This design comes from an exercise in tuning for small area, a short achievable clock period and few clock cycles per item on the open sky130 flow, not from production work. Function was checked by simulation only, so behaviour that the tests miss may differ from the original.

==> flow/design.v, too long to show whole: its modules and the start of the top module <==
// module himg_qmap: 1488 lines
module himg_qmap (
    input  wire        clk,
    input  wire        rst,         
    input  wire        in_valid,
    output wire        in_ready,
    input  wire [1:0]  in_op,
    input  wire [15:0] in_data,
    output wire        out_valid,
    input  wire        out_ready,
    output wire [15:0] out_data
);
  // ...
==> flow/run.sh <==
#!/bin/bash
# synth_recipe.tcl (not shown) runs the flow's synth.tcl, then flattens the netlist and writes it again
# the make line also repeats each setting of config.mk as NAME=value (left out here)
make -C /OpenROAD-flow-scripts/flow DESIGN_CONFIG=/design/flow/config.mk WORK_HOME=/design/flow/orfs CLKGATE_MAP_FILE= SYNTH_SCRIPT=/design/flow/synth_recipe.tcl finish
==> flow/config.mk <==
export PLATFORM = sky130hd
export DESIGN_NAME = himg_qmap
export DESIGN_NICKNAME = himg_qmap
export VERILOG_FILES = /design/flow/design.v
export SDC_FILE = /design/flow/constraint.sdc
export NUM_CORES = 4
export LEC_CHECK = 0
export ABC_AREA = 1
export CAP_MARGIN = 20
export CORE_MARGIN = 2
export CORE_UTILIZATION = 65
export PLACE_DENSITY = 0.75
export SLEW_MARGIN = 20
==> flow/constraint.sdc <==
create_clock -name core_clock -period 14.0 [get_ports {clk}]
set_input_delay 2.8000 -clock core_clock [delete_from_list [all_inputs] [get_ports {clk}]]
set_output_delay 2.8000 -clock core_clock [all_outputs]
set_load 0.01 [all_outputs]
==> metrics.csv, run 1 <==
metric,value,unit
setup ws final,8.655,ns
count of yosys warnings during synthesis,1,
Die Y,294.8,µm
initial antenna violation count,2,
Worst slew margin,29.76,%
"Data required, critical path",14.37,ns
Post-synth EDFFs,630,
drt wl/cell,18.15,µm
I/O pins,40,
Seq area share,34.67,%
Buffers on Ports,39,
status,finished clean,
sequential cells,709,
post-DP HPWL,104.8,mm
kind of cell adding the most delay to the critical path,adder cells,
Synth area leaders,"edfxtp_1 34%, ha_1 12%, nand2_1 9.0%",
most frequent cells in the layout,"1315 x nand2_1, 1077 x inv_1, 630 x edfxtp_1",
DRT Pass-1 Iters,7,
setup violators final,0,
FF-to-FF Start,dq_1[3]$_DFFE_PP_,
CTS buffer count,79,
Post-CTS Setup Repair Bufs,0,
Syn Nets,7176,
CP Cell Sequence,nor2_1 -> a21oi_2 -> o22ai_1 -> xor2_1 -> ha_1 -> inv_1 -> fa_1 -> inv_1 -> fa_1 -> ha_1 -> a21oi_1 -> o21ai_0 -> o21bai_1 -> nand2_1 -> nand2_1 -> o21ai_0 -> nand2_1 -> nand2_1 -> o21ai_0,
Final nets,7178,
adder-cell area share of the yosys netlist,19.61,%
GP Congestion,0.9594,
Data buffer area share,0.9986,%
"count leader, synth",nand2_1,
total track usage,32.20,%
Sink Count,709,
Max Cap Viol,0,
Peak Freq,187.1,MHz
Testbench counts, summed over its fixed seeds: cycles 3,568, items 3,072.
==> run 2: changes to the inputs <==
--- a/flow/design.v
+++ b/flow/design.v
@@ -43,27 +43,25 @@
         else if (en & ~cfg_wait & s0_v & (s0_op == 2'd2))
             step <= s0_d;
     end
     wire [0:0] dec_vo;
     wire [1:0] dec_ko;
     wire [0:0] dec_nego;
     wire [15:0] dec_Ro;
     wire [6:0] dec_co;
-    wire [15:0] d10_Ro;
-    wire [10:0] d10_qo;
     wire [15:0] dC_Ro;
     reg  [6:0] dq_1;
     reg  [15:0] p1_R;
     reg  [6:0] p1_c;
     reg  [1:0] p1_k;
     reg  [0:0] p1_neg;
-    reg  [0:0] p1_q;
-    wire [10:0] p1_q_z = {10'd0, p1_q};
     reg  [0:0] p1_v;
+    wire [15:0] d10_Ro;
+    wire [10:0] d10_qo;
     wire [15:0] d9_Ro;
     wire [10:0] d9_qo;
     wire [15:0] dY_Ro;
     reg  [15:0] p2_R;
     reg  [6:0] p2_c;
     reg  [1:0] p2_k;
     reg  [0:0] p2_neg;
     reg  [1:0] p2_q;
@@ -143,16 +141,18 @@
     reg  [15:0] p11_R;
     reg  [1:0] p11_k;
     reg  [0:0] p11_neg;
     reg  [10:0] p11_q;
     reg  [0:0] p11_v;
     wire [15:0] rnd_mo;
     wire [0:0] rnd_topo;
     reg  [6:0] dq_12;
+    reg  [10:0] t64_12, t128_12;
+    wire [19:0] dqk_12 = {p11_R[6:0], 12'd0} + {p11_R[6:0], 10'd0} + {p11_R[6:0], 7'd0} - {p11_R[6:0], 2'd0} - {13'd0, p11_R[6:0]};
     reg  [1:0] p12_k;
     reg  [15:0] p12_m;
     reg  [0:0] p12_neg;
     reg  [0:0] p12_top;
     reg  [0:0] p12_v;
     wire [16:0] s6_Do;
     wire [13:0] s6_Qo;
     wire [6:0] s6_io;
@@ -253,21 +253,16 @@
     wire [15:0] finB_reso;
     wire        dec_isd = (s0_op == 2'd1);
     wire [15:0] dec_a   = (s0_op == 2'd2) ? 16'h8000 : (s0_d[15] ? 16'd0 - s0_d : s0_d);
     assign dec_vo   = s0_v & ~cfg_wait;
     assign dec_ko   = s0_op;
     assign dec_nego = dec_isd ? s0_d[7] : s0_d[15];
     assign dec_Ro   = (s0_op == 2'd3) ? {9'd0, s0_dq} : dec_a;
     assign dec_co   = s0_d[6:0];
-    wire [5:0] d10_hi = dec_Ro[15:10];
-    wire        d10_ge = (s0_step[15:6] == 10'd0) & (d10_hi >= s0_step[5:0]) & ~dec_ko[0];
-    wire [5:0] d10_sb = d10_hi - s0_step[5:0];
-    assign d10_Ro = d10_ge ? {d10_sb, dec_Ro[9:0]} : dec_Ro;
-    assign d10_qo = {10'd0, d10_ge};
     wire [6:0] dC_ac1 = s0_d[6:0];
     wire dC_as2 = (dC_ac1[0] & dC_ac1[6]) ^ (dC_ac1[1] & dC_ac1[5]);
     wire dC_ac3 = (dC_ac1[0] & dC_ac1[6]) & (dC_ac1[1] & dC_ac1[5]);
     wire dC_as4 = (dC_ac1[1] & dC_ac1[6]) ^ (dC_ac1[2] & dC_ac1[5]);
     wire dC_ac5 = (dC_ac1[1] & dC_ac1[6]) & (dC_ac1[2] & dC_ac1[5]);
     wire dC_as6 = (dC_ac1[0] & dC_ac1[4]) ^ (dC_ac1[1] & dC_ac1[3]);
     wire dC_ac7 = (dC_ac1[0] & dC_ac1[4]) & (dC_ac1[1] & dC_ac1[3]);
     wire dC_as8 = (dC_ac1[0] & dC_ac1[5]) ^ (dC_ac1[1] & dC_ac1[4]) ^ (dC_ac1[2] & dC_ac1[3]);
@@ -322,217 +317,211 @@
     wire dC_ac57 = (dC_as38 & dC_ac23) | (dC_as38 & dC_ac37) | (dC_ac23 & dC_ac37);
     wire dC_as58 = dC_as40 ^ dC_ac25 ^ dC_ac39;
     wire dC_ac59 = (dC_as40 & dC_ac25) | (dC_as40 & dC_ac39) | (dC_ac25 & dC_ac39);
     wire dC_as60 = (dC_ac1[5] & dC_ac1[6]) ^ (dC_ac1[6] & dC_ac1[5]) ^ dC_ac41;
     wire dC_ac61 = ((dC_ac1[5] & dC_ac1[6]) & (dC_ac1[6] & dC_ac1[5])) | ((dC_ac1[5] & dC_ac1[6]) & dC_ac41) | ((dC_ac1[6] & dC_ac1[5]) & dC_ac41);
     wire [13:0] dC_ax62 = {1'b0, (dC_ac1[6] & dC_ac1[6]), dC_as60, dC_as58, dC_as56, dC_as54, dC_as52, dC_as50, dC_as48, dC_as46, dC_as44, dC_as42, (dC_ac1[0] & dC_ac1[1]), (dC_ac1[0] & dC_ac1[0])};
     wire [13:0] dC_ay63 = {1'b0, dC_ac61, dC_ac59, dC_ac57, dC_ac55, dC_ac53, dC_ac51, dC_ac49, dC_ac47, dC_ac45, dC_ac43, (dC_ac1[2] & dC_ac1[0]), (dC_ac1[1] & dC_ac1[0]), 1'b0};
     wire [13:0] dC_asum64 = dC_ax62 + dC_ay63;
-    assign dC_Ro = (dec_ko == 2'd1) ? {2'd0, dC_asum64} : d10_Ro;
+    assign dC_Ro = (dec_ko == 2'd1) ? {2'd0, dC_asum64} : dec_Ro;
     always @(posedge clk) if (en & ~cfg_wait & s0_v & (s0_op == 2'd3)) dq_1 <= s0_dq[6:0];
     always @(posedge clk) if (en) p1_R <= dC_Ro;
     always @(posedge clk) if (en) p1_c <= dec_co;
     always @(posedge clk) if (en) p1_k <= dec_ko;
     always @(posedge clk) if (en) p1_neg <= dec_nego;
-    always @(posedge clk) if (en) p1_q <= d10_qo[0:0];
     always @(posedge clk) if (rst) p1_v <= 1'b0; else if (en) p1_v <= dec_vo;
-    wire [6:0] d9_hi = p1_R[15:9];
+    wire [5:0] d10_hi = p1_R[15:10];
+    wire        d10_ge = (step[15:6] == 10'd0) & (d10_hi >= step[5:0]) & ~p1_k[0];
+    wire [5:0] d10_sb = d10_hi - step[5:0];
+    assign d10_Ro = d10_ge ? {d10_sb, p1_R[9:0]} : p1_R;
+    assign d10_qo = {10'd0, d10_ge};
+    wire [6:0] d9_hi = d10_Ro[15:9];
     wire        d9_ge = (step[15:7] == 9'd0) & (d9_hi >= step[6:0]) & ~p1_k[0];
     wire [6:0] d9_sb = d9_hi - step[6:0];
-    assign d9_Ro = d9_ge ? {d9_sb, p1_R[8:0]} : p1_R;
-    assign d9_qo = {p1_q_z[9:0], d9_ge};
+    assign d9_Ro = d9_ge ? {d9_sb, d10_Ro[8:0]} : d10_Ro;
+    assign d9_qo = {d10_qo[9:0], d9_ge};
+    reg  [11:0] dY_enc;
+    always @(posedge clk) if (en & ~cfg_wait & s0_v & (s0_op == 2'd3)) dY_enc <= {1'b0, (1'b0 & ~s0_dq[6] & ~s0_dq[5]) | (~1'b0 & s0_dq[6] & s0_dq[5]), s0_dq[6] ^ s0_dq[5], s0_dq[5], (s0_dq[5] & ~s0_dq[4] & ~s0_dq[3]) | (~s0_dq[5] & s0_dq[4] & s0_dq[3]), s0_dq[4] ^ s0_dq[3], s0_dq[3], (s0_dq[3] & ~s0_dq[2] & ~s0_dq[1]) | (~s0_dq[3] & s0_dq[2] & s0_dq[1]), s0_dq[2] ^ s0_dq[1], s0_dq[1], (s0_dq[1] & ~s0_dq[0] & ~1'b0) | (~s0_dq[1] & s0_dq[0] & 1'b0), s0_dq[0] ^ 1'b0};
     wire [13:0] dY_ac1 = p1_R[13:0];
-    wire dY_ab2 = dq_1[0] ^ 1'b0;
-    wire dY_ab3 = (dq_1[1] & ~dq_1[0] & ~1'b0) | (~dq_1[1] & dq_1[0] & 1'b0);
-    wire dY_ab4 = dq_1[1];
-    wire dY_ab5 = ((dY_ab2 & dY_ac1[0])) ^ dY_ab4;
-    wire dY_ab6 = ((dY_ab2 & dY_ac1[1]) | (dY_ab3 & dY_ac1[0])) ^ dY_ab4;
-    wire dY_ab7 = ((dY_ab2 & dY_ac1[2]) | (dY_ab3 & dY_ac1[1])) ^ dY_ab4;
-    wire dY_ab8 = ((dY_ab2 & dY_ac1[3]) | (dY_ab3 & dY_ac1[2])) ^ dY_ab4;
-    wire dY_ab9 = ((dY_ab2 & dY_ac1[4]) | (dY_ab3 & dY_ac1[3])) ^ dY_ab4;
-    wire dY_ab10 = ((dY_ab2 & dY_ac1[5]) | (dY_ab3 & dY_ac1[4])) ^ dY_ab4;
-    wire dY_ab11 = ((dY_ab2 & dY_ac1[6]) | (dY_ab3 & dY_ac1[5])) ^ dY_ab4;
-    wire dY_ab12 = ((dY_ab2 & dY_ac1[7]) | (dY_ab3 & dY_ac1[6])) ^ dY_ab4;
-    wire dY_ab13 = ((dY_ab2 & dY_ac1[8]) | (dY_ab3 & dY_ac1[7])) ^ dY_ab4;
-    wire dY_ab14 = ((dY_ab2 & dY_ac1[9]) | (dY_ab3 & dY_ac1[8])) ^ dY_ab4;
-    wire dY_ab15 = ((dY_ab2 & dY_ac1[10]) | (dY_ab3 & dY_ac1[9])) ^ dY_ab4;
-    wire dY_ab16 = ((dY_ab2 & dY_ac1[11]) | (dY_ab3 & dY_ac1[10])) ^ dY_ab4;
-    wire dY_ab17 = ((dY_ab2 & dY_ac1[12]) | (dY_ab3 & dY_ac1[11])) ^ dY_ab4;
-    wire dY_ab18 = ((dY_ab2 & dY_ac1[13]) | (dY_ab3 & dY_ac1[12])) ^ dY_ab4;
-    wire dY_ab19 = ((dY_ab3 & dY_ac1[13])) ^ dY_ab4;
-    wire dY_ab20 = (1'b0) ^ dY_ab4;
-    wire dY_ab21 = (1'b0) ^ dY_ab4;
-    wire dY_ab22 = (1'b0) ^ dY_ab4;
-    wire dY_ab23 = (1'b0) ^ dY_ab4;
-    wire dY_ab24 = (1'b0) ^ dY_ab4;
-    wire dY_ab25 = (1'b0) ^ dY_ab4;
-    wire dY_ab26 = dq_1[2] ^ dq_1[1];
-    wire dY_ab27 = (dq_1[3] & ~dq_1[2] & ~dq_1[1]) | (~dq_1[3] & dq_1[2] & dq_1[1]);
-    wire dY_ab28 = dq_1[3];
-    wire dY_ab29 = ((dY_ab26 & dY_ac1[0])) ^ dY_ab28;
-    wire dY_ab30 = ((dY_ab26 & dY_ac1[1]) | (dY_ab27 & dY_ac1[0])) ^ dY_ab28;
-    wire dY_ab31 = ((dY_ab26 & dY_ac1[2]) | (dY_ab27 & dY_ac1[1])) ^ dY_ab28;
-    wire dY_ab32 = ((dY_ab26 & dY_ac1[3]) | (dY_ab27 & dY_ac1[2])) ^ dY_ab28;
-    wire dY_ab33 = ((dY_ab26 & dY_ac1[4]) | (dY_ab27 & dY_ac1[3])) ^ dY_ab28;
-    wire dY_ab34 = ((dY_ab26 & dY_ac1[5]) | (dY_ab27 & dY_ac1[4])) ^ dY_ab28;
-    wire dY_ab35 = ((dY_ab26 & dY_ac1[6]) | (dY_ab27 & dY_ac1[5])) ^ dY_ab28;
-    wire dY_ab36 = ((dY_ab26 & dY_ac1[7]) | (dY_ab27 & dY_ac1[6])) ^ dY_ab28;
-    wire dY_ab37 = ((dY_ab26 & dY_ac1[8]) | (dY_ab27 & dY_ac1[7])) ^ dY_ab28;
-    wire dY_ab38 = ((dY_ab26 & dY_ac1[9]) | (dY_ab27 & dY_ac1[8])) ^ dY_ab28;
-    wire dY_ab39 = ((dY_ab26 & dY_ac1[10]) | (dY_ab27 & dY_ac1[9])) ^ dY_ab28;
-    wire dY_ab40 = ((dY_ab26 & dY_ac1[11]) | (dY_ab27 & dY_ac1[10])) ^ dY_ab28;
-    wire dY_ab41 = ((dY_ab26 & dY_ac1[12]) | (dY_ab27 & dY_ac1[11])) ^ dY_ab28;
-    wire dY_ab42 = ((dY_ab26 & dY_ac1[13]) | (dY_ab27 & dY_ac1[12])) ^ dY_ab28;
-    wire dY_ab43 = ((dY_ab27 & dY_ac1[13])) ^ dY_ab28;
-    wire dY_ab44 = (1'b0) ^ dY_ab28;
-    wire dY_ab45 = (1'b0) ^ dY_ab28;
-    wire dY_ab46 = (1'b0) ^ dY_ab28;
-    wire dY_ab47 = (1'b0) ^ dY_ab28;
-    wire dY_ab48 = dq_1[4] ^ dq_1[3];
-    wire dY_ab49 = (dq_1[5] & ~dq_1[4] & ~dq_1[3]) | (~dq_1[5] & dq_1[4] & dq_1[3]);
-    wire dY_ab50 = dq_1[5];
-    wire dY_ab51 = ((dY_ab48 & dY_ac1[0])) ^ dY_ab50;
-    wire dY_ab52 = ((dY_ab48 & dY_ac1[1]) | (dY_ab49 & dY_ac1[0])) ^ dY_ab50;
-    wire dY_ab53 = ((dY_ab48 & dY_ac1[2]) | (dY_ab49 & dY_ac1[1])) ^ dY_ab50;
-    wire dY_ab54 = ((dY_ab48 & dY_ac1[3]) | (dY_ab49 & dY_ac1[2])) ^ dY_ab50;
-    wire dY_ab55 = ((dY_ab48 & dY_ac1[4]) | (dY_ab49 & dY_ac1[3])) ^ dY_ab50;
-    wire dY_ab56 = ((dY_ab48 & dY_ac1[5]) | (dY_ab49 & dY_ac1[4])) ^ dY_ab50;
-    wire dY_ab57 = ((dY_ab48 & dY_ac1[6]) | (dY_ab49 & dY_ac1[5])) ^ dY_ab50;
-    wire dY_ab58 = ((dY_ab48 & dY_ac1[7]) | (dY_ab49 & dY_ac1[6])) ^ dY_ab50;
-    wire dY_ab59 = ((dY_ab48 & dY_ac1[8]) | (dY_ab49 & dY_ac1[7])) ^ dY_ab50;
-    wire dY_ab60 = ((dY_ab48 & dY_ac1[9]) | (dY_ab49 & dY_ac1[8])) ^ dY_ab50;
-    wire dY_ab61 = ((dY_ab48 & dY_ac1[10]) | (dY_ab49 & dY_ac1[9])) ^ dY_ab50;
-    wire dY_ab62 = ((dY_ab48 & dY_ac1[11]) | (dY_ab49 & dY_ac1[10])) ^ dY_ab50;
-    wire dY_ab63 = ((dY_ab48 & dY_ac1[12]) | (dY_ab49 & dY_ac1[11])) ^ dY_ab50;
-    wire dY_ab64 = ((dY_ab48 & dY_ac1[13]) | (dY_ab49 & dY_ac1[12])) ^ dY_ab50;
-    wire dY_ab65 = ((dY_ab49 & dY_ac1[13])) ^ dY_ab50;
-    wire dY_ab66 = (1'b0) ^ dY_ab50;
-    wire dY_ab67 = (1'b0) ^ dY_ab50;
-    wire dY_ab68 = dq_1[6] ^ dq_1[5];
-    wire dY_ab69 = (1'b0 & ~dq_1[6] & ~dq_1[5]) | (~1'b0 & dq_1[6] & dq_1[5]);
-    wire dY_ab70 = 1'b0;
-    wire dY_ab71 = ((dY_ab68 & dY_ac1[0])) ^ dY_ab70;
-    wire dY_ab72 = ((dY_ab68 & dY_ac1[1]) | (dY_ab69 & dY_ac1[0])) ^ dY_ab70;
-    wire dY_ab73 = ((dY_ab68 & dY_ac1[2]) | (dY_ab69 & dY_ac1[1])) ^ dY_ab70;
-    wire dY_ab74 = ((dY_ab68 & dY_ac1[3]) | (dY_ab69 & dY_ac1[2])) ^ dY_ab70;
-    wire dY_ab75 = ((dY_ab68 & dY_ac1[4]) | (dY_ab69 & dY_ac1[3])) ^ dY_ab70;
-    wire dY_ab76 = ((dY_ab68 & dY_ac1[5]) | (dY_ab69 & dY_ac1[4])) ^ dY_ab70;
-    wire dY_ab77 = ((dY_ab68 & dY_ac1[6]) | (dY_ab69 & dY_ac1[5])) ^ dY_ab70;
-    wire dY_ab78 = ((dY_ab68 & dY_ac1[7]) | (dY_ab69 & dY_ac1[6])) ^ dY_ab70;
-    wire dY_ab79 = ((dY_ab68 & dY_ac1[8]) | (dY_ab69 & dY_ac1[7])) ^ dY_ab70;
-    wire dY_ab80 = ((dY_ab68 & dY_ac1[9]) | (dY_ab69 & dY_ac1[8])) ^ dY_ab70;
-    wire dY_ab81 = ((dY_ab68 & dY_ac1[10]) | (dY_ab69 & dY_ac1[9])) ^ dY_ab70;
-    wire dY_ab82 = ((dY_ab68 & dY_ac1[11]) | (dY_ab69 & dY_ac1[10])) ^ dY_ab70;
-    wire dY_ab83 = ((dY_ab68 & dY_ac1[12]) | (dY_ab69 & dY_ac1[11])) ^ dY_ab70;
-    wire dY_ab84 = ((dY_ab68 & dY_ac1[13]) | (dY_ab69 & dY_ac1[12])) ^ dY_ab70;
-    wire dY_ab85 = ((dY_ab69 & dY_ac1[13])) ^ dY_ab70;
-    wire dY_as86 = dY_ab11 ^ dY_ab33;
-    wire dY_ac87 = dY_ab11 & dY_ab33;
-    wire dY_as88 = dY_ab12 ^ dY_ab34;
-    wire dY_ac89 = dY_ab12 & dY_ab34;
-    wire dY_as90 = dY_ab13 ^ dY_ab35;
-    wire dY_ac91 = dY_ab13 & dY_ab35;
-    wire dY_as92 = dY_ab14 ^ dY_ab36;
-    wire dY_ac93 = dY_ab14 & dY_ab36;
-    wire dY_as94 = dY_ab15 ^ dY_ab37;
-    wire dY_ac95 = dY_ab15 & dY_ab37;
-    wire dY_as96 = dY_ab16 ^ dY_ab38;
-    wire dY_ac97 = dY_ab16 & dY_ab38;
-    wire dY_as98 = dY_ab17 ^ dY_ab39;
-    wire dY_ac99 = dY_ab17 & dY_ab39;
-    wire dY_as100 = dY_ab18 ^ dY_ab40;
-    wire dY_ac101 = dY_ab18 & dY_ab40;
-    wire dY_as102 = dY_ab19 ^ dY_ab41;
-    wire dY_ac103 = dY_ab19 & dY_ab41;
-    wire dY_as104 = dY_ab20 ^ dY_ab42;
-    wire dY_ac105 = dY_ab20 & dY_ab42;
-    wire dY_as106 = dY_ab21 ^ dY_ab43;
-    wire dY_ac107 = dY_ab21 & dY_ab43;
-    wire dY_as108 = dY_ab22 ^ dY_ab44;
-    wire dY_ac109 = dY_ab22 & dY_ab44;
-    wire dY_as110 = dY_ab23 ^ dY_ab45;
-    wire dY_ac111 = dY_ab23 & dY_ab45;
-    wire dY_as112 = dY_ab24 ^ dY_ab46;
-    wire dY_ac113 = dY_ab24 & dY_ab46;
-    wire dY_as114 = dY_ab25 ^ dY_ab47;
-    wire dY_as115 = dY_ab9 ^ dY_ab31;
-    wire dY_ac116 = dY_ab9 & dY_ab31;
-    wire dY_as117 = dY_ab10 ^ dY_ab32;
-    wire dY_ac118 = dY_ab10 & dY_ab32;
-    wire dY_as119 = dY_as86 ^ dY_ab53 ^ dY_ab71;
-    wire dY_ac120 = (dY_as86 & dY_ab53) | (dY_as86 & dY_ab71) | (dY_ab53 & dY_ab71);
-    wire dY_as121 = dY_as88 ^ dY_ab54 ^ dY_ab72;
-    wire dY_ac122 = (dY_as88 & dY_ab54) | (dY_as88 & dY_ab72) | (dY_ab54 & dY_ab72);
-    wire dY_as123 = dY_as90 ^ dY_ab55 ^ dY_ab73;
-    wire dY_ac124 = (dY_as90 & dY_ab55) | (dY_as90 & dY_ab73) | (dY_ab55 & dY_ab73);
-    wire dY_as125 = dY_as92 ^ dY_ab56 ^ dY_ab74;
-    wire dY_ac126 = (dY_as92 & dY_ab56) | (dY_as92 & dY_ab74) | (dY_ab56 & dY_ab74);
-    wire dY_as127 = dY_as94 ^ dY_ab57 ^ dY_ab75;
-    wire dY_ac128 = (dY_as94 & dY_ab57) | (dY_as94 & dY_ab75) | (dY_ab57 & dY_ab75);
-    wire dY_as129 = dY_as96 ^ dY_ab58 ^ dY_ab76;
-    wire dY_ac130 = (dY_as96 & dY_ab58) | (dY_as96 & dY_ab76) | (dY_ab58 & dY_ab76);
-    wire dY_as131 = dY_as98 ^ dY_ab59 ^ dY_ab77;
-    wire dY_ac132 = (dY_as98 & dY_ab59) | (dY_as98 & dY_ab77) | (dY_ab59 & dY_ab77);
-    wire dY_as133 = dY_as100 ^ dY_ab60 ^ dY_ab78;
-    wire dY_ac134 = (dY_as100 & dY_ab60) | (dY_as100 & dY_ab78) | (dY_ab60 & dY_ab78);
-    wire dY_as135 = dY_as102 ^ dY_ab61 ^ dY_ab79;
-    wire dY_ac136 = (dY_as102 & dY_ab61) | (dY_as102 & dY_ab79) | (dY_ab61 & dY_ab79);
-    wire dY_as137 = dY_as104 ^ dY_ab62 ^ dY_ab80;
-    wire dY_ac138 = (dY_as104 & dY_ab62) | (dY_as104 & dY_ab80) | (dY_ab62 & dY_ab80);
-    wire dY_as139 = dY_as106 ^ dY_ab63 ^ dY_ab81;
-    wire dY_ac140 = (dY_as106 & dY_ab63) | (dY_as106 & dY_ab81) | (dY_ab63 & dY_ab81);
-    wire dY_as141 = dY_as108 ^ dY_ab64 ^ dY_ab82;
-    wire dY_ac142 = (dY_as108 & dY_ab64) | (dY_as108 & dY_ab82) | (dY_ab64 & dY_ab82);
-    wire dY_as143 = dY_as110 ^ dY_ab65 ^ dY_ab83;
-    wire dY_ac144 = (dY_as110 & dY_ab65) | (dY_as110 & dY_ab83) | (dY_ab65 & dY_ab83);
-    wire dY_as145 = dY_as112 ^ dY_ab66 ^ dY_ab84;
-    wire dY_ac146 = (dY_as112 & dY_ab66) | (dY_as112 & dY_ab84) | (dY_ab66 & dY_ab84);
-    wire dY_as147 = dY_as114 ^ dY_ab67 ^ dY_ab85;
-    wire dY_as148 = dY_ab7 ^ dY_ab29;
-    wire dY_ac149 = dY_ab7 & dY_ab29;
-    wire dY_as150 = dY_ab8 ^ dY_ab30;
-    wire dY_ac151 = dY_ab8 & dY_ab30;
-    wire dY_as152 = dY_as115 ^ dY_ab51 ^ dY_ab50;
-    wire dY_ac153 = (dY_as115 & dY_ab51) | (dY_as115 & dY_ab50) | (dY_ab51 & dY_ab50);
-    wire dY_as154 = dY_as117 ^ dY_ab52 ^ dY_ac116;
-    wire dY_ac155 = (dY_as117 & dY_ab52) | (dY_as117 & dY_ac116) | (dY_ab52 & dY_ac116);
-    wire dY_as156 = dY_as119 ^ dY_ab70 ^ dY_ac118;
-    wire dY_ac157 = (dY_as119 & dY_ab70) | (dY_as119 & dY_ac118) | (dY_ab70 & dY_ac118);
+    wire dY_ab2 = ((dY_enc[0] & dY_ac1[0])) ^ dY_enc[2];
+    wire dY_ab3 = ((dY_enc[0] & dY_ac1[1]) | (dY_enc[1] & dY_ac1[0])) ^ dY_enc[2];
+    wire dY_ab4 = ((dY_enc[0] & dY_ac1[2]) | (dY_enc[1] & dY_ac1[1])) ^ dY_enc[2];
+    wire dY_ab5 = ((dY_enc[0] & dY_ac1[3]) | (dY_enc[1] & dY_ac1[2])) ^ dY_enc[2];
+    wire dY_ab6 = ((dY_enc[0] & dY_ac1[4]) | (dY_enc[1] & dY_ac1[3])) ^ dY_enc[2];
+    wire dY_ab7 = ((dY_enc[0] & dY_ac1[5]) | (dY_enc[1] & dY_ac1[4])) ^ dY_enc[2];
+    wire dY_ab8 = ((dY_enc[0] & dY_ac1[6]) | (dY_enc[1] & dY_ac1[5])) ^ dY_enc[2];
+    wire dY_ab9 = ((dY_enc[0] & dY_ac1[7]) | (dY_enc[1] & dY_ac1[6])) ^ dY_enc[2];
+    wire dY_ab10 = ((dY_enc[0] & dY_ac1[8]) | (dY_enc[1] & dY_ac1[7])) ^ dY_enc[2];
+    wire dY_ab11 = ((dY_enc[0] & dY_ac1[9]) | (dY_enc[1] & dY_ac1[8])) ^ dY_enc[2];
+    wire dY_ab12 = ((dY_enc[0] & dY_ac1[10]) | (dY_enc[1] & dY_ac1[9])) ^ dY_enc[2];
+    wire dY_ab13 = ((dY_enc[0] & dY_ac1[11]) | (dY_enc[1] & dY_ac1[10])) ^ dY_enc[2];
+    wire dY_ab14 = ((dY_enc[0] & dY_ac1[12]) | (dY_enc[1] & dY_ac1[11])) ^ dY_enc[2];
+    wire dY_ab15 = ((dY_enc[0] & dY_ac1[13]) | (dY_enc[1] & dY_ac1[12])) ^ dY_enc[2];
+    wire dY_ab16 = ((dY_enc[1] & dY_ac1[13])) ^ dY_enc[2];
+    wire dY_ab17 = (1'b0) ^ dY_enc[2];
+    wire dY_ab18 = (1'b0) ^ dY_enc[2];
+    wire dY_ab19 = (1'b0) ^ dY_enc[2];
+    wire dY_ab20 = (1'b0) ^ dY_enc[2];
+    wire dY_ab21 = (1'b0) ^ dY_enc[2];
+    wire dY_ab22 = (1'b0) ^ dY_enc[2];
+    wire dY_ab23 = ((dY_enc[3] & dY_ac1[0])) ^ dY_enc[5];
+    wire dY_ab24 = ((dY_enc[3] & dY_ac1[1]) | (dY_enc[4] & dY_ac1[0])) ^ dY_enc[5];
+    wire dY_ab25 = ((dY_enc[3] & dY_ac1[2]) | (dY_enc[4] & dY_ac1[1])) ^ dY_enc[5];
+    wire dY_ab26 = ((dY_enc[3] & dY_ac1[3]) | (dY_enc[4] & dY_ac1[2])) ^ dY_enc[5];
+    wire dY_ab27 = ((dY_enc[3] & dY_ac1[4]) | (dY_enc[4] & dY_ac1[3])) ^ dY_enc[5];
+    wire dY_ab28 = ((dY_enc[3] & dY_ac1[5]) | (dY_enc[4] & dY_ac1[4])) ^ dY_enc[5];
+    wire dY_ab29 = ((dY_enc[3] & dY_ac1[6]) | (dY_enc[4] & dY_ac1[5])) ^ dY_enc[5];
+    wire dY_ab30 = ((dY_enc[3] & dY_ac1[7]) | (dY_enc[4] & dY_ac1[6])) ^ dY_enc[5];
+    wire dY_ab31 = ((dY_enc[3] & dY_ac1[8]) | (dY_enc[4] & dY_ac1[7])) ^ dY_enc[5];
+    wire dY_ab32 = ((dY_enc[3] & dY_ac1[9]) | (dY_enc[4] & dY_ac1[8])) ^ dY_enc[5];
+    wire dY_ab33 = ((dY_enc[3] & dY_ac1[10]) | (dY_enc[4] & dY_ac1[9])) ^ dY_enc[5];
+    wire dY_ab34 = ((dY_enc[3] & dY_ac1[11]) | (dY_enc[4] & dY_ac1[10])) ^ dY_enc[5];
+    wire dY_ab35 = ((dY_enc[3] & dY_ac1[12]) | (dY_enc[4] & dY_ac1[11])) ^ dY_enc[5];
+    wire dY_ab36 = ((dY_enc[3] & dY_ac1[13]) | (dY_enc[4] & dY_ac1[12])) ^ dY_enc[5];
+    wire dY_ab37 = ((dY_enc[4] & dY_ac1[13])) ^ dY_enc[5];
+    wire dY_ab38 = (1'b0) ^ dY_enc[5];
+    wire dY_ab39 = (1'b0) ^ dY_enc[5];
+    wire dY_ab40 = (1'b0) ^ dY_enc[5];
+    wire dY_ab41 = (1'b0) ^ dY_enc[5];
+    wire dY_ab42 = ((dY_enc[6] & dY_ac1[0])) ^ dY_enc[8];
+    wire dY_ab43 = ((dY_enc[6] & dY_ac1[1]) | (dY_enc[7] & dY_ac1[0])) ^ dY_enc[8];
+    wire dY_ab44 = ((dY_enc[6] & dY_ac1[2]) | (dY_enc[7] & dY_ac1[1])) ^ dY_enc[8];
+    wire dY_ab45 = ((dY_enc[6] & dY_ac1[3]) | (dY_enc[7] & dY_ac1[2])) ^ dY_enc[8];
+    wire dY_ab46 = ((dY_enc[6] & dY_ac1[4]) | (dY_enc[7] & dY_ac1[3])) ^ dY_enc[8];
+    wire dY_ab47 = ((dY_enc[6] & dY_ac1[5]) | (dY_enc[7] & dY_ac1[4])) ^ dY_enc[8];
+    wire dY_ab48 = ((dY_enc[6] & dY_ac1[6]) | (dY_enc[7] & dY_ac1[5])) ^ dY_enc[8];
+    wire dY_ab49 = ((dY_enc[6] & dY_ac1[7]) | (dY_enc[7] & dY_ac1[6])) ^ dY_enc[8];
+    wire dY_ab50 = ((dY_enc[6] & dY_ac1[8]) | (dY_enc[7] & dY_ac1[7])) ^ dY_enc[8];
+    wire dY_ab51 = ((dY_enc[6] & dY_ac1[9]) | (dY_enc[7] & dY_ac1[8])) ^ dY_enc[8];
+    wire dY_ab52 = ((dY_enc[6] & dY_ac1[10]) | (dY_enc[7] & dY_ac1[9])) ^ dY_enc[8];
+    wire dY_ab53 = ((dY_enc[6] & dY_ac1[11]) | (dY_enc[7] & dY_ac1[10])) ^ dY_enc[8];
+    wire dY_ab54 = ((dY_enc[6] & dY_ac1[12]) | (dY_enc[7] & dY_ac1[11])) ^ dY_enc[8];
+    wire dY_ab55 = ((dY_enc[6] & dY_ac1[13]) | (dY_enc[7] & dY_ac1[12])) ^ dY_enc[8];
+    wire dY_ab56 = ((dY_enc[7] & dY_ac1[13])) ^ dY_enc[8];
+    wire dY_ab57 = (1'b0) ^ dY_enc[8];
+    wire dY_ab58 = (1'b0) ^ dY_enc[8];
+    wire dY_ab59 = ((dY_enc[9] & dY_ac1[0])) ^ dY_enc[11];
+    wire dY_ab60 = ((dY_enc[9] & dY_ac1[1]) | (dY_enc[10] & dY_ac1[0])) ^ dY_enc[11];
+    wire dY_ab61 = ((dY_enc[9] & dY_ac1[2]) | (dY_enc[10] & dY_ac1[1])) ^ dY_enc[11];
+    wire dY_ab62 = ((dY_enc[9] & dY_ac1[3]) | (dY_enc[10] & dY_ac1[2])) ^ dY_enc[11];
+    wire dY_ab63 = ((dY_enc[9] & dY_ac1[4]) | (dY_enc[10] & dY_ac1[3])) ^ dY_enc[11];
+    wire dY_ab64 = ((dY_enc[9] & dY_ac1[5]) | (dY_enc[10] & dY_ac1[4])) ^ dY_enc[11];
+    wire dY_ab65 = ((dY_enc[9] & dY_ac1[6]) | (dY_enc[10] & dY_ac1[5])) ^ dY_enc[11];
+    wire dY_ab66 = ((dY_enc[9] & dY_ac1[7]) | (dY_enc[10] & dY_ac1[6])) ^ dY_enc[11];
+    wire dY_ab67 = ((dY_enc[9] & dY_ac1[8]) | (dY_enc[10] & dY_ac1[7])) ^ dY_enc[11];
+    wire dY_ab68 = ((dY_enc[9] & dY_ac1[9]) | (dY_enc[10] & dY_ac1[8])) ^ dY_enc[11];
+    wire dY_ab69 = ((dY_enc[9] & dY_ac1[10]) | (dY_enc[10] & dY_ac1[9])) ^ dY_enc[11];
+    wire dY_ab70 = ((dY_enc[9] & dY_ac1[11]) | (dY_enc[10] & dY_ac1[10])) ^ dY_enc[11];
+    wire dY_ab71 = ((dY_enc[9] & dY_ac1[12]) | (dY_enc[10] & dY_ac1[11])) ^ dY_enc[11];
+    wire dY_ab72 = ((dY_enc[9] & dY_ac1[13]) | (dY_enc[10] & dY_ac1[12])) ^ dY_enc[11];
+    wire dY_ab73 = ((dY_enc[10] & dY_ac1[13])) ^ dY_enc[11];
+    wire dY_as74 = dY_ab8 ^ dY_ab27;
+    wire dY_ac75 = dY_ab8 & dY_ab27;
+    wire dY_as76 = dY_ab9 ^ dY_ab28;
+    wire dY_ac77 = dY_ab9 & dY_ab28;
+    wire dY_as78 = dY_ab10 ^ dY_ab29;
+    wire dY_ac79 = dY_ab10 & dY_ab29;
+    wire dY_as80 = dY_ab11 ^ dY_ab30;
+    wire dY_ac81 = dY_ab11 & dY_ab30;
+    wire dY_as82 = dY_ab12 ^ dY_ab31;
+    wire dY_ac83 = dY_ab12 & dY_ab31;
+    wire dY_as84 = dY_ab13 ^ dY_ab32;
+    wire dY_ac85 = dY_ab13 & dY_ab32;
+    wire dY_as86 = dY_ab14 ^ dY_ab33;
+    wire dY_ac87 = dY_ab14 & dY_ab33;
+    wire dY_as88 = dY_ab15 ^ dY_ab34;
+    wire dY_ac89 = dY_ab15 & dY_ab34;
+    wire dY_as90 = dY_ab16 ^ dY_ab35;
+    wire dY_ac91 = dY_ab16 & dY_ab35;
+    wire dY_as92 = dY_ab17 ^ dY_ab36;
+    wire dY_ac93 = dY_ab17 & dY_ab36;
+    wire dY_as94 = dY_ab18 ^ dY_ab37;
+    wire dY_ac95 = dY_ab18 & dY_ab37;
+    wire dY_as96 = dY_ab19 ^ dY_ab38;
+    wire dY_ac97 = dY_ab19 & dY_ab38;
+    wire dY_as98 = dY_ab20 ^ dY_ab39;
+    wire dY_ac99 = dY_ab20 & dY_ab39;
+    wire dY_as100 = dY_ab21 ^ dY_ab40;
+    wire dY_ac101 = dY_ab21 & dY_ab40;
+    wire dY_as102 = dY_ab22 ^ dY_ab41;
+    wire dY_as103 = dY_ab6 ^ dY_ab25;
+    wire dY_ac104 = dY_ab6 & dY_ab25;
+    wire dY_as105 = dY_ab7 ^ dY_ab26;
+    wire dY_ac106 = dY_ab7 & dY_ab26;
+    wire dY_as107 = dY_as74 ^ dY_ab44 ^ dY_ab59;
+    wire dY_ac108 = (dY_as74 & dY_ab44) | (dY_as74 & dY_ab59) | (dY_ab44 & dY_ab59);
+    wire dY_as109 = dY_as76 ^ dY_ab45 ^ dY_ab60;
+    wire dY_ac110 = (dY_as76 & dY_ab45) | (dY_as76 & dY_ab60) | (dY_ab45 & dY_ab60);
+    wire dY_as111 = dY_as78 ^ dY_ab46 ^ dY_ab61;
+    wire dY_ac112 = (dY_as78 & dY_ab46) | (dY_as78 & dY_ab61) | (dY_ab46 & dY_ab61);
+    wire dY_as113 = dY_as80 ^ dY_ab47 ^ dY_ab62;
+    wire dY_ac114 = (dY_as80 & dY_ab47) | (dY_as80 & dY_ab62) | (dY_ab47 & dY_ab62);
+    wire dY_as115 = dY_as82 ^ dY_ab48 ^ dY_ab63;
+    wire dY_ac116 = (dY_as82 & dY_ab48) | (dY_as82 & dY_ab63) | (dY_ab48 & dY_ab63);
+    wire dY_as117 = dY_as84 ^ dY_ab49 ^ dY_ab64;
+    wire dY_ac118 = (dY_as84 & dY_ab49) | (dY_as84 & dY_ab64) | (dY_ab49 & dY_ab64);
+    wire dY_as119 = dY_as86 ^ dY_ab50 ^ dY_ab65;
+    wire dY_ac120 = (dY_as86 & dY_ab50) | (dY_as86 & dY_ab65) | (dY_ab50 & dY_ab65);
+    wire dY_as121 = dY_as88 ^ dY_ab51 ^ dY_ab66;
+    wire dY_ac122 = (dY_as88 & dY_ab51) | (dY_as88 & dY_ab66) | (dY_ab51 & dY_ab66);
+    wire dY_as123 = dY_as90 ^ dY_ab52 ^ dY_ab67;
+    wire dY_ac124 = (dY_as90 & dY_ab52) | (dY_as90 & dY_ab67) | (dY_ab52 & dY_ab67);
+    wire dY_as125 = dY_as92 ^ dY_ab53 ^ dY_ab68;
+    wire dY_ac126 = (dY_as92 & dY_ab53) | (dY_as92 & dY_ab68) | (dY_ab53 & dY_ab68);
+    wire dY_as127 = dY_as94 ^ dY_ab54 ^ dY_ab69;
+    wire dY_ac128 = (dY_as94 & dY_ab54) | (dY_as94 & dY_ab69) | (dY_ab54 & dY_ab69);
+    wire dY_as129 = dY_as96 ^ dY_ab55 ^ dY_ab70;
+    wire dY_ac130 = (dY_as96 & dY_ab55) | (dY_as96 & dY_ab70) | (dY_ab55 & dY_ab70);
+    wire dY_as131 = dY_as98 ^ dY_ab56 ^ dY_ab71;
+    wire dY_ac132 = (dY_as98 & dY_ab56) | (dY_as98 & dY_ab71) | (dY_ab56 & dY_ab71);
+    wire dY_as133 = dY_as100 ^ dY_ab57 ^ dY_ab72;
+    wire dY_ac134 = (dY_as100 & dY_ab57) | (dY_as100 & dY_ab72) | (dY_ab57 & dY_ab72);
+    wire dY_as135 = dY_as102 ^ dY_ab58 ^ dY_ab73;
+    wire dY_as136 = dY_ab4 ^ dY_ab23;
+    wire dY_ac137 = dY_ab4 & dY_ab23;
+    wire dY_as138 = dY_ab5 ^ dY_ab24;
+    wire dY_ac139 = dY_ab5 & dY_ab24;
+    wire dY_as140 = dY_as103 ^ dY_ab42 ^ dY_enc[8];
+    wire dY_ac141 = (dY_as103 & dY_ab42) | (dY_as103 & dY_enc[8]) | (dY_ab42 & dY_enc[8]);
+    wire dY_as142 = dY_as105 ^ dY_ab43 ^ dY_ac104;
+    wire dY_ac143 = (dY_as105 & dY_ab43) | (dY_as105 & dY_ac104) | (dY_ab43 & dY_ac104);
+    wire dY_as144 = dY_as107 ^ dY_enc[11] ^ dY_ac106;
+    wire dY_ac145 = (dY_as107 & dY_enc[11]) | (dY_as107 & dY_ac106) | (dY_enc[11] & dY_ac106);
+    wire dY_as146 = dY_as109 ^ dY_ac75 ^ dY_ac108;
+    wire dY_ac147 = (dY_as109 & dY_ac75) | (dY_as109 & dY_ac108) | (dY_ac75 & dY_ac108);
+    wire dY_as148 = dY_as111 ^ dY_ac77 ^ dY_ac110;
+    wire dY_ac149 = (dY_as111 & dY_ac77) | (dY_as111 & dY_ac110) | (dY_ac77 & dY_ac110);
+    wire dY_as150 = dY_as113 ^ dY_ac79 ^ dY_ac112;
+    wire dY_ac151 = (dY_as113 & dY_ac79) | (dY_as113 & dY_ac112) | (dY_ac79 & dY_ac112);
+    wire dY_as152 = dY_as115 ^ dY_ac81 ^ dY_ac114;
+    wire dY_ac153 = (dY_as115 & dY_ac81) | (dY_as115 & dY_ac114) | (dY_ac81 & dY_ac114);
+    wire dY_as154 = dY_as117 ^ dY_ac83 ^ dY_ac116;
+    wire dY_ac155 = (dY_as117 & dY_ac83) | (dY_as117 & dY_ac116) | (dY_ac83 & dY_ac116);
+    wire dY_as156 = dY_as119 ^ dY_ac85 ^ dY_ac118;
+    wire dY_ac157 = (dY_as119 & dY_ac85) | (dY_as119 & dY_ac118) | (dY_ac85 & dY_ac118);
     wire dY_as158 = dY_as121 ^ dY_ac87 ^ dY_ac120;
     wire dY_ac159 = (dY_as121 & dY_ac87) | (dY_as121 & dY_ac120) | (dY_ac87 & dY_ac120);
     wire dY_as160 = dY_as123 ^ dY_ac89 ^ dY_ac122;
     wire dY_ac161 = (dY_as123 & dY_ac89) | (dY_as123 & dY_ac122) | (dY_ac89 & dY_ac122);
     wire dY_as162 = dY_as125 ^ dY_ac91 ^ dY_ac124;
     wire dY_ac163 = (dY_as125 & dY_ac91) | (dY_as125 & dY_ac124) | (dY_ac91 & dY_ac124);
     wire dY_as164 = dY_as127 ^ dY_ac93 ^ dY_ac126;
     wire dY_ac165 = (dY_as127 & dY_ac93) | (dY_as127 & dY_ac126) | (dY_ac93 & dY_ac126);
     wire dY_as166 = dY_as129 ^ dY_ac95 ^ dY_ac128;
     wire dY_ac167 = (dY_as129 & dY_ac95) | (dY_as129 & dY_ac128) | (dY_ac95 & dY_ac128);
     wire dY_as168 = dY_as131 ^ dY_ac97 ^ dY_ac130;
     wire dY_ac169 = (dY_as131 & dY_ac97) | (dY_as131 & dY_ac130) | (dY_ac97 & dY_ac130);
     wire dY_as170 = dY_as133 ^ dY_ac99 ^ dY_ac132;
     wire dY_ac171 = (dY_as133 & dY_ac99) | (dY_as133 & dY_ac132) | (dY_ac99 & dY_ac132);
     wire dY_as172 = dY_as135 ^ dY_ac101 ^ dY_ac134;
-    wire dY_ac173 = (dY_as135 & dY_ac101) | (dY_as135 & dY_ac134) | (dY_ac101 & dY_ac134);
-    wire dY_as174 = dY_as137 ^ dY_ac103 ^ dY_ac136;
-    wire dY_ac175 = (dY_as137 & dY_ac103) | (dY_as137 & dY_ac136) | (dY_ac103 & dY_ac136);
-    wire dY_as176 = dY_as139 ^ dY_ac105 ^ dY_ac138;
-    wire dY_ac177 = (dY_as139 & dY_ac105) | (dY_as139 & dY_ac138) | (dY_ac105 & dY_ac138);
-    wire dY_as178 = dY_as141 ^ dY_ac107 ^ dY_ac140;
-    wire dY_ac179 = (dY_as141 & dY_ac107) | (dY_as141 & dY_ac140) | (dY_ac107 & dY_ac140);
-    wire dY_as180 = dY_as143 ^ dY_ac109 ^ dY_ac142;
-    wire dY_ac181 = (dY_as143 & dY_ac109) | (dY_as143 & dY_ac142) | (dY_ac109 & dY_ac142);
-    wire dY_as182 = dY_as145 ^ dY_ac111 ^ dY_ac144;
-    wire dY_ac183 = (dY_as145 & dY_ac111) | (dY_as145 & dY_ac144) | (dY_ac111 & dY_ac144);
-    wire dY_as184 = dY_as147 ^ dY_ac113 ^ dY_ac146;
-    wire [20:0] dY_ax185 = {dY_as184, dY_as182, dY_as180, dY_as178, dY_as176, dY_as174, dY_as172, dY_as170, dY_as168, dY_as166, dY_as164, dY_as162, dY_as160, dY_as158, dY_as156, dY_as154, dY_as152, dY_as150, dY_as148, dY_ab6, dY_ab5};
-    wire [20:0] dY_ay186 = {dY_ac183, dY_ac181, dY_ac179, dY_ac177, dY_ac175, dY_ac173, dY_ac171, dY_ac169, dY_ac167, dY_ac165, dY_ac163, dY_ac161, dY_ac159, dY_ac157, dY_ac155, dY_ac153, dY_ac151, dY_ac149, dY_ab28, 1'b0, dY_ab4};
-    wire [20:0] dY_asum187 = dY_ax185 + dY_ay186;
-    assign dY_Ro = (p1_k == 2'd1) ? {1'b0, dY_asum187[20:6]} : d9_Ro;
+    wire [20:0] dY_ax173 = {dY_as172, dY_as170, dY_as168, dY_as166, dY_as164, dY_as162, dY_as160, dY_as158, dY_as156, dY_as154, dY_as152, dY_as150, dY_as148, dY_as146, dY_as144, dY_as142, dY_as140, dY_as138, dY_as136, dY_ab3, dY_ab2};
+    wire [20:0] dY_ay174 = {dY_ac171, dY_ac169, dY_ac167, dY_ac165, dY_ac163, dY_ac161, dY_ac159, dY_ac157, dY_ac155, dY_ac153, dY_ac151, dY_ac149, dY_ac147, dY_ac145, dY_ac143, dY_ac141, dY_ac139, dY_ac137, dY_enc[5], 1'b0, dY_enc[2]};
+    wire [20:0] dY_asum175 = dY_ax173 + dY_ay174;
+    assign dY_Ro = (p1_k == 2'd1) ? {1'b0, dY_asum175[20:6]} : d9_Ro;
     always @(posedge clk) if (en) p2_R <= dY_Ro;
     always @(posedge clk) if (en) p2_c <= p1_c;
     always @(posedge clk) if (en) p2_k <= p1_k;
     always @(posedge clk) if (en) p2_neg <= p1_neg;
     always @(posedge clk) if (en) p2_q <= d9_qo[1:0];
     always @(posedge clk) if (rst) p2_v <= 1'b0; else if (en) p2_v <= p1_v;
     wire [7:0] d8_hi = p2_R[15:8];
     wire        d8_ge = (step[15:8] == 8'd0) & (d8_hi >= step[7:0]) & ~p2_k[0];
@@ -910,22 +899,27 @@
         if (rst) begin
             qmaxn <= 11'd2047;
             qmaxp <= 11'd2047;
         end else if (en & p11_v & (p11_k == 2'd2)) begin
             qmaxn <= p11_q;
             qmaxp <= p11_q - {10'd0, (p11_R == 16'd0)};
         end
     always @(posedge clk) if (en & p11_v & (p11_k == 2'd3)) dq_12 <= p11_R[6:0];
+    always @(posedge clk) if (en & p11_v & (p11_k == 2'd3)) begin
+        t64_12  <= 11'd64 + {2'd0, dqk_12[19:11]};
+        t128_12 <= 11'd128 + dqk_12[19:9];
+    end
     always @(posedge clk) if (en) p12_k <= p11_k;
     always @(posedge clk) if (en) p12_m <= rnd_mo;
     always @(posedge clk) if (en) p12_neg <= p11_neg;
     always @(posedge clk) if (en) p12_top <= rnd_topo;
     always @(posedge clk) if (rst) p12_v <= 1'b0; else if (en) p12_v <= p11_v;
     wire        s6_isd = (p12_k == 2'd1);
+    wire        s6_acc = (p12_m[10:0] > t64_12) & ~p12_k[0];
     wire [10:0] s6_am1 = p12_m[10:0];
     wire [6:0] s6_ak2 = dq_12 + 7'd25;
     wire s6_as3 = ~s6_am1[0] ^ ~s6_am1[1];
     wire s6_ac4 = ~s6_am1[0] & ~s6_am1[1];
     wire s6_as5 = ~s6_am1[1] ^ ~s6_am1[2];
     wire s6_ac6 = ~s6_am1[1] & ~s6_am1[2];
     wire s6_as7 = s6_ak2[0] ^ ~s6_am1[2] ^ ~s6_am1[3];
     wire s6_ac8 = (s6_ak2[0] & ~s6_am1[2]) | (s6_ak2[0] & ~s6_am1[3]) | (~s6_am1[2] & ~s6_am1[3]);
@@ -1012,71 +1006,19 @@
     wire s6_ac89 = (s6_as66 & 1'b1) | (s6_as66 & s6_ac65) | (1'b1 & s6_ac65);
     wire s6_as90 = s6_as68 ^ 1'b1 ^ s6_ac67;
     wire s6_ac91 = (s6_as68 & 1'b1) | (s6_as68 & s6_ac67) | (1'b1 & s6_ac67);
     wire s6_as92 = ~s6_am1[10] ^ s6_ac69;
     wire s6_ac93 = ~s6_am1[10] & s6_ac69;
     wire [15:0] s6_ax94 = {s6_ac93, s6_as92, s6_as90, s6_as88, s6_as86, s6_as84, s6_as82, s6_as80, s6_as78, s6_as76, s6_as74, s6_as72, s6_as70, ~s6_am1[2], ~s6_am1[1], ~s6_am1[0]};
     wire [15:0] s6_ay95 = {1'b0, s6_ac91, s6_ac89, s6_ac87, s6_ac85, s6_ac83, s6_ac81, s6_ac79, s6_ac77, s6_ac75, s6_ac73, s6_ac71, 1'b1, 1'b0, 1'b0, 1'b1};
     wire [15:0] s6_asum96 = s6_ax94 + s6_ay95;
-    wire s6_as97 = dq_12[2] ^ ~s6_am1[6];
-    wire s6_ac98 = dq_12[2] & ~s6_am1[6];
-    wire s6_as99 = ~s6_am1[0] ^ ~s6_am1[1];
-    wire s6_ac100 = ~s6_am1[0] & ~s6_am1[1];
-    wire s6_as101 = ~s6_am1[1] ^ ~s6_am1[2];
-    wire s6_ac102 = ~s6_am1[1] & ~s6_am1[2];
-    wire s6_as103 = ~s6_am1[2] ^ ~s6_am1[3];
-    wire s6_ac104 = ~s6_am1[2] & ~s6_am1[3];
-    wire s6_as105 = ~s6_am1[3] ^ ~s6_am1[4] ^ ~s6_am1[7];
-    wire s6_ac106 = (~s6_am1[3] & ~s6_am1[4]) | (~s6_am1[3] & ~s6_am1[7]) | (~s6_am1[4] & ~s6_am1[7]);
-    wire s6_as107 = dq_12[0] ^ ~s6_am1[4] ^ ~s6_am1[5];
-    wire s6_ac108 = (dq_12[0] & ~s6_am1[4]) | (dq_12[0] & ~s6_am1[5]) | (~s6_am1[4] & ~s6_am1[5]);
-    wire s6_as109 = dq_12[1] ^ ~s6_am1[5] ^ ~s6_am1[6];
-    wire s6_ac110 = (dq_12[1] & ~s6_am1[5]) | (dq_12[1] & ~s6_am1[6]) | (~s6_am1[5] & ~s6_am1[6]);
-    wire s6_as111 = s6_as97 ^ ~s6_am1[7] ^ ~s6_am1[10];
-    wire s6_ac112 = (s6_as97 & ~s6_am1[7]) | (s6_as97 & ~s6_am1[10]) | (~s6_am1[7] & ~s6_am1[10]);
-    wire s6_as113 = dq_12[3] ^ ~s6_am1[7] ^ ~s6_am1[8];
-    wire s6_ac114 = (dq_12[3] & ~s6_am1[7]) | (dq_12[3] & ~s6_am1[8]) | (~s6_am1[7] & ~s6_am1[8]);
-    wire s6_as115 = dq_12[4] ^ ~s6_am1[8];
-    wire s6_ac116 = dq_12[4] & ~s6_am1[8];
-    wire s6_as117 = dq_12[5] ^ ~s6_am1[9];
-    wire s6_ac118 = dq_12[5] & ~s6_am1[9];
-    wire s6_as119 = dq_12[6] ^ ~s6_am1[10];
-    wire s6_ac120 = dq_12[6] & ~s6_am1[10];
-    wire s6_as121 = ~s6_am1[0] ^ ~s6_am1[3];
-    wire s6_ac122 = ~s6_am1[0] & ~s6_am1[3];
-    wire s6_as123 = s6_as99 ^ ~s6_am1[4] ^ 1'b1;
-    wire s6_ac124 = (s6_as99 & ~s6_am1[4]) | (s6_as99 & 1'b1) | (~s6_am1[4] & 1'b1);
-    wire s6_as125 = s6_as101 ^ ~s6_am1[5] ^ s6_ac100;
-    wire s6_ac126 = (s6_as101 & ~s6_am1[5]) | (s6_as101 & s6_ac100) | (~s6_am1[5] & s6_ac100);
-    wire s6_as127 = s6_as103 ^ ~s6_am1[6] ^ s6_ac102;
-    wire s6_ac128 = (s6_as103 & ~s6_am1[6]) | (s6_as103 & s6_ac102) | (~s6_am1[6] & s6_ac102);
-    wire s6_as129 = s6_as105 ^ 1'b1 ^ s6_ac104;
-    wire s6_ac130 = (s6_as105 & 1'b1) | (s6_as105 & s6_ac104) | (1'b1 & s6_ac104);
-    wire s6_as131 = s6_as107 ^ ~s6_am1[8] ^ s6_ac106;
-    wire s6_ac132 = (s6_as107 & ~s6_am1[8]) | (s6_as107 & s6_ac106) | (~s6_am1[8] & s6_ac106);
-    wire s6_as133 = s6_as109 ^ ~s6_am1[9] ^ s6_ac108;
-    wire s6_ac134 = (s6_as109 & ~s6_am1[9]) | (s6_as109 & s6_ac108) | (~s6_am1[9] & s6_ac108);
-    wire s6_as135 = s6_as111 ^ 1'b1 ^ s6_ac110;
-    wire s6_ac136 = (s6_as111 & 1'b1) | (s6_as111 & s6_ac110) | (1'b1 & s6_ac110);
-    wire s6_as137 = s6_as113 ^ s6_ac98 ^ s6_ac112;
-    wire s6_ac138 = (s6_as113 & s6_ac98) | (s6_as113 & s6_ac112) | (s6_ac98 & s6_ac112);
-    wire s6_as139 = s6_as115 ^ ~s6_am1[9] ^ s6_ac114;
-    wire s6_ac140 = (s6_as115 & ~s6_am1[9]) | (s6_as115 & s6_ac114) | (~s6_am1[9] & s6_ac114);
-    wire s6_as141 = s6_as117 ^ ~s6_am1[10] ^ s6_ac116;
-    wire s6_ac142 = (s6_as117 & ~s6_am1[10]) | (s6_as117 & s6_ac116) | (~s6_am1[10] & s6_ac116);
-    wire s6_as143 = s6_as119 ^ 1'b1 ^ s6_ac118;
-    wire s6_ac144 = (s6_as119 & 1'b1) | (s6_as119 & s6_ac118) | (1'b1 & s6_ac118);
-    wire [16:0] s6_ax145 = {1'b1, s6_ac120, s6_as143, s6_as141, s6_as139, s6_as137, s6_as135, s6_as133, s6_as131, s6_as129, s6_as127, s6_as125, s6_as123, s6_as121, ~s6_am1[2], ~s6_am1[1], ~s6_am1[0]};
-    wire [16:0] s6_ay146 = {1'b0, s6_ac144, s6_ac142, s6_ac140, s6_ac138, s6_ac136, s6_ac134, s6_ac132, s6_ac130, s6_ac128, s6_ac126, s6_ac124, s6_ac122, 1'b1, 1'b0, 1'b0, 1'b1};
-    wire [16:0] s6_asum147 = s6_ax145 + s6_ay146;
-    wire        s6_acc = s6_asum49[15] & ~p12_k[0];
     wire [15:0] s6_S   = s6_acc ? s6_asum49 : s6_asum96;
     wire [15:0] s6_res = p12_neg ? (p12_top ? 16'h8000 : 16'd0 - p12_m) : (p12_top ? 16'h7fff : p12_m);
-    assign s6_topo = s6_asum147[16];
+    assign s6_topo = p12_m[10:0] > t128_12;
     assign s6_Do = s6_isd ? {1'b0, s6_res} : p12_k[0] ? {1'b0, p12_m} : {s6_S[15], s6_S};
     assign s6_Qo = s6_acc ? {7'd0, dq_12} : 14'd0;
     assign s6_io = {6'd0, s6_acc};
     always @(posedge clk) if (en & p12_v & (p12_k == 2'd3)) dq_13 <= p12_m[6:0];
     always @(posedge clk) if (en) p13_D <= s6_Do[15:0];
     always @(posedge clk) if (en) p13_Q <= s6_Qo[6:0];
     always @(posedge clk) if (en) p13_i <= s6_io[0:0];
     always @(posedge clk) if (en) p13_k <= p12_k;
==> flow/config.mk (replaced) <==
export PLATFORM = sky130hd
export DESIGN_NAME = himg_qmap
export DESIGN_NICKNAME = himg_qmap
export VERILOG_FILES = /design/flow/design.v
export SDC_FILE = /design/flow/constraint.sdc
export NUM_CORES = 4
export LEC_CHECK = 0
export CAP_MARGIN = 50
export CORE_MARGIN = 2
export CORE_UTILIZATION = 55
export PLACE_DENSITY = 0.65
export SLEW_MARGIN = 70
==> metrics.csv, run 2 <==
metric,value,unit,change
clk_skew,0.02708,ns,
worst skew pair latency,0.67,ns,
Synth area leader,edfxtp_1,,
post-DP HPWL,104.7,mm,-0.15%
Arrival @ worst endpoint,5.66,ns,
Buffers on Ports,39,,unchanged
vias in the first global route,40390,,
Final period util,37.57,%,
Peak Freq,190.1,MHz,+1.6%
Synth area leaders,"edfxtp_1 35%, ha_1 13%, fa_1 7.6%",,
R2R Path End,p2_R[13]$_DFFE_PN_,,
Post-CTS Setup Repair Bufs,0,,unchanged
Max Cap Viol,0,,unchanged
CTS root buf,clkbuf_16,,
Post-synth EDFFs,649,,+3.0%
total negative slack,0,ns,
DRC,0,,
"Data required, critical path",14.40,ns,+0.03 ns
die area,0.1032,mm²,
most frequent cells in the layout,"649 x edfxtp_1, 641 x inv_1, 560 x ha_1",,
setup ws final,8.740,ns,+0.08482 ns
ys async rst share,0,%,
crit path time final,5.260,ns,
post-route ant nets,0,,
TritonCTS clock tree,built,,
count of yosys warnings during synthesis,1,,unchanged
"Hold-fix buffers, CTS",0,,
clock buffer depth,3,,
synthesis-to-layout area growth,10.69,%,
pin count of the biggest net entering global routing,60,,
Mapped Area,0.05535,mm²,
final hold violations,0,,
number of fill cells in the layout,8309,,
status,finished clean,,
n_diodes,0,,
Crit Path Max Fanout,13,,
Final nets,6417,,-11%
CP Cell Sequence,inv_1 -> buf_4 -> ha_1 -> a21o_1 -> a21oi_1 -> nand2_1 -> a21o_1 -> a21oi_1 -> nor4_4 -> clkbuf_2 -> mux2_2 -> inv_1 -> ha_1 -> nor2b_1 -> o21ai_0 -> a21boi_0 -> o21ai_0 -> a21boi_0 -> o31ai_1 -> a211o_1 -> inv_1 -> mux2i_1 -> o21ai_0,,
Initial Utilization,55.43,%,
"commonest non-fill, non-tap cell in the layout",edfxtp_1,,
GP Congestion,0.9106,,-5.1%
Post-Layout Cell Count,6987,,
Hold Path Class,reg -> reg,,
Setup Slack @ Placement,8.903,ns,
Mean Syn Cell Area,10.03,µm²,
Cell Rows,116,,
"count leader, synth",edfxtp_1,,
Syn Nets,6314,,-12%
Worst path max stage delay,0.57,ns,
Critical Path Source,step[2]$_SDFFE_PP0P_,,
Post-Place Cells,6817,,
RSZ-0062 raised after global routing,no,,
via count,40300,,
FF-to-FF Start,step[2]$_SDFFE_PP0P_,,
Setup crit end,p2_R[13]$_DFFE_PN_,,
Die Y,321.2,µm,+9.0%
PostCTS Resize Cnt,0,,
CTS H-Tree Depth,3,,
fraction of layout cells with a size suffix above 1,9.422,%,
Setup crit end kind,flop,,
initial detailed-routing violation count,2742,,
die width,321.2,µm,
Core Region,0.09986,mm²,
first-pass GRT wire length,216.4,mm,
drt wl/cell,19.39,µm,+6.8%
dominant synthesized flop cell,edfxtp_1,,
overall routed net length,135.5,mm,
total track usage,26.45,%,-5.7 points
"FF+latch count, synth",728,,
DRT Pass-1 Iters,6,,-1
count of cell types in the netlist,106,,
R2R cell count,23,,
"Seq/Total Area, Yosys",38.07,%,
CTS buffer count,83,,+5.1%
I/O pins,40,,unchanged
R2R setup slack,8.74,ns,
initial antenna violation count,0,,-2
critical path depth,23,,
kind of cell adding the most delay to the critical path,compound AO/OA/AOI/OAI gates,,
CP max-delay cell,dfxtp_1,,
Vias per Instance,5.768,,
Final Slew Violations,0,,
Sink Count,728,,+2.7%
global route total overflow,0,,
Synth top area share,35.21,%,
critical path class,reg -> reg,,
synth cell count leaders,"649 x edfxtp_1, 647 x inv_1, 564 x ha_1",,
fin util,61.35,%,
Startpoint Class,flop,,
Worst Path Buf+Inv,5,,
Mapped Cells,5517,,
setup violators final,0,,unchanged
hold depth,0,,
clock slew at the register clock pins of the worst setup and hold paths,0.06,ns,
run 2: cell count changes in the layout (fill, tap and decap cells not counted), sizes merged, moves of 68 or more:
cell	previous run	this run
nand2	1341	439
o21ai	514	336
and2	6	153
nor2	430	326
inv	1097	650
mux2i	3	78
nor2b	0	68
nand3	243	95
mux2	0	81
buf	25	164
a21oi	408	265
xor2	208	129
xnor2	113	238
run 2: worst min path at each step:
stage	slack, ns	from	to
finish	0.41	p7_R[2]$_DFFE_PN_	p8_R[2]$_DFFE_PN_
global route	0.42	p9_q[7]$_DFFE_PN_	p10_q[8]$_DFFE_PN_
CTS	0.41	p5_q[3]$_SDFFCE_PP0N_	p6_q[4]$_DFFE_PN_
detailed placement	0.40	p9_q[7]$_DFFE_PN_	p10_q[8]$_DFFE_PN_
global placement	0.40	p6_q[5]$_DFFE_PN_	p7_q[6]$_DFFE_PN_
floorplan	0.40	p9_R[0]$_DFFE_PN_	p10_R[0]$_DFFE_PN_
run 2: final cells by class:
class                           instances  area (µm²)  area share, %
Clock buffer                          106        2287          3.733
Tap cell                             1298        1624          2.651
Timing Repair Buffer                  211        1697          2.769
Sequential cell                       728       21080          34.40
Multi-Input combinational cell       3946       31690          51.73
Inverter                              650        2459          4.013
Clock inverter                         48       430.4         0.7025
run 2: logic make-up after synthesis:
group | synth area share [%]
multiplexers | 3.059
AO/OA/AOI/OAI | 14.33
flip-flops | 38.07
buffers and inverters | 5.780
AND/OR/NAND/NOR | 12.54
XOR/XNOR | 5.821
other | 0.01357
adder cells (fa/ha/maj) | 20.38
run 2: stage by stage:
stage,cell area (µm²),hold WS (ns)
2_1_floorplan,55350,0.4003
3_3_place_gp,56930,0.4005
3_5_place_dp,58260,0.4045
4_1_cts,60970,0.4141
5_1_grt,61270,0.4217
6_report,61270,0.4149
run 2: routing by layer:
layer | routed length (µm) | vias up | global-route usage [%]
met1 | 56610 | 19490 | 32.46
met3 | 5000 | 239 | 2.752
met4 | 4923 | 0 | 9.325
met5 | 0 | - | 0
li1 | - | 19700 | -
met2 | 68940 | 871 | 48.16
Testbench counts of run 2, summed over its fixed seeds: cycles 3,568, items 3,072.

## re-timing with driven ports
The flow's constraints put no driver on any port. The routed layouts listed below were extracted and timed again, unchanged, in two steps. Step 1 (the two cells are an assumption about what drives the block):
set clk [get_ports {clk}]
set_driving_cell -lib_cell sky130_fd_sc_hd__clkbuf_16 $clk
set_driving_cell -lib_cell sky130_fd_sc_hd__buf_2 [delete_from_list [all_inputs] $clk]
Step 2 adds t to the input delays and takes it off the output delays; t is the mean of the earliest and latest rising clock arrival at the registers after step 1. Input paths then give back, and output paths get back, about the clock's delay inside the block. Slacks: no drivers / after step 1 / after step 2; pairs: no drivers / after step 1.
run	t, ns	setup WS [ns]	latest minus earliest clock arrival (ns)
run 1	0.693	8.655 / 8.655 / 8.369	0.037 / 0.037
run 2	0.725	8.740 / 8.740 / 8.740	0.032 / 0.032
After both steps setup and hold are still met in every run listed. For run 1, which loses most, drivers alone change the setup slack by 0.000 ns; drivers and shift together by -0.286 ns.
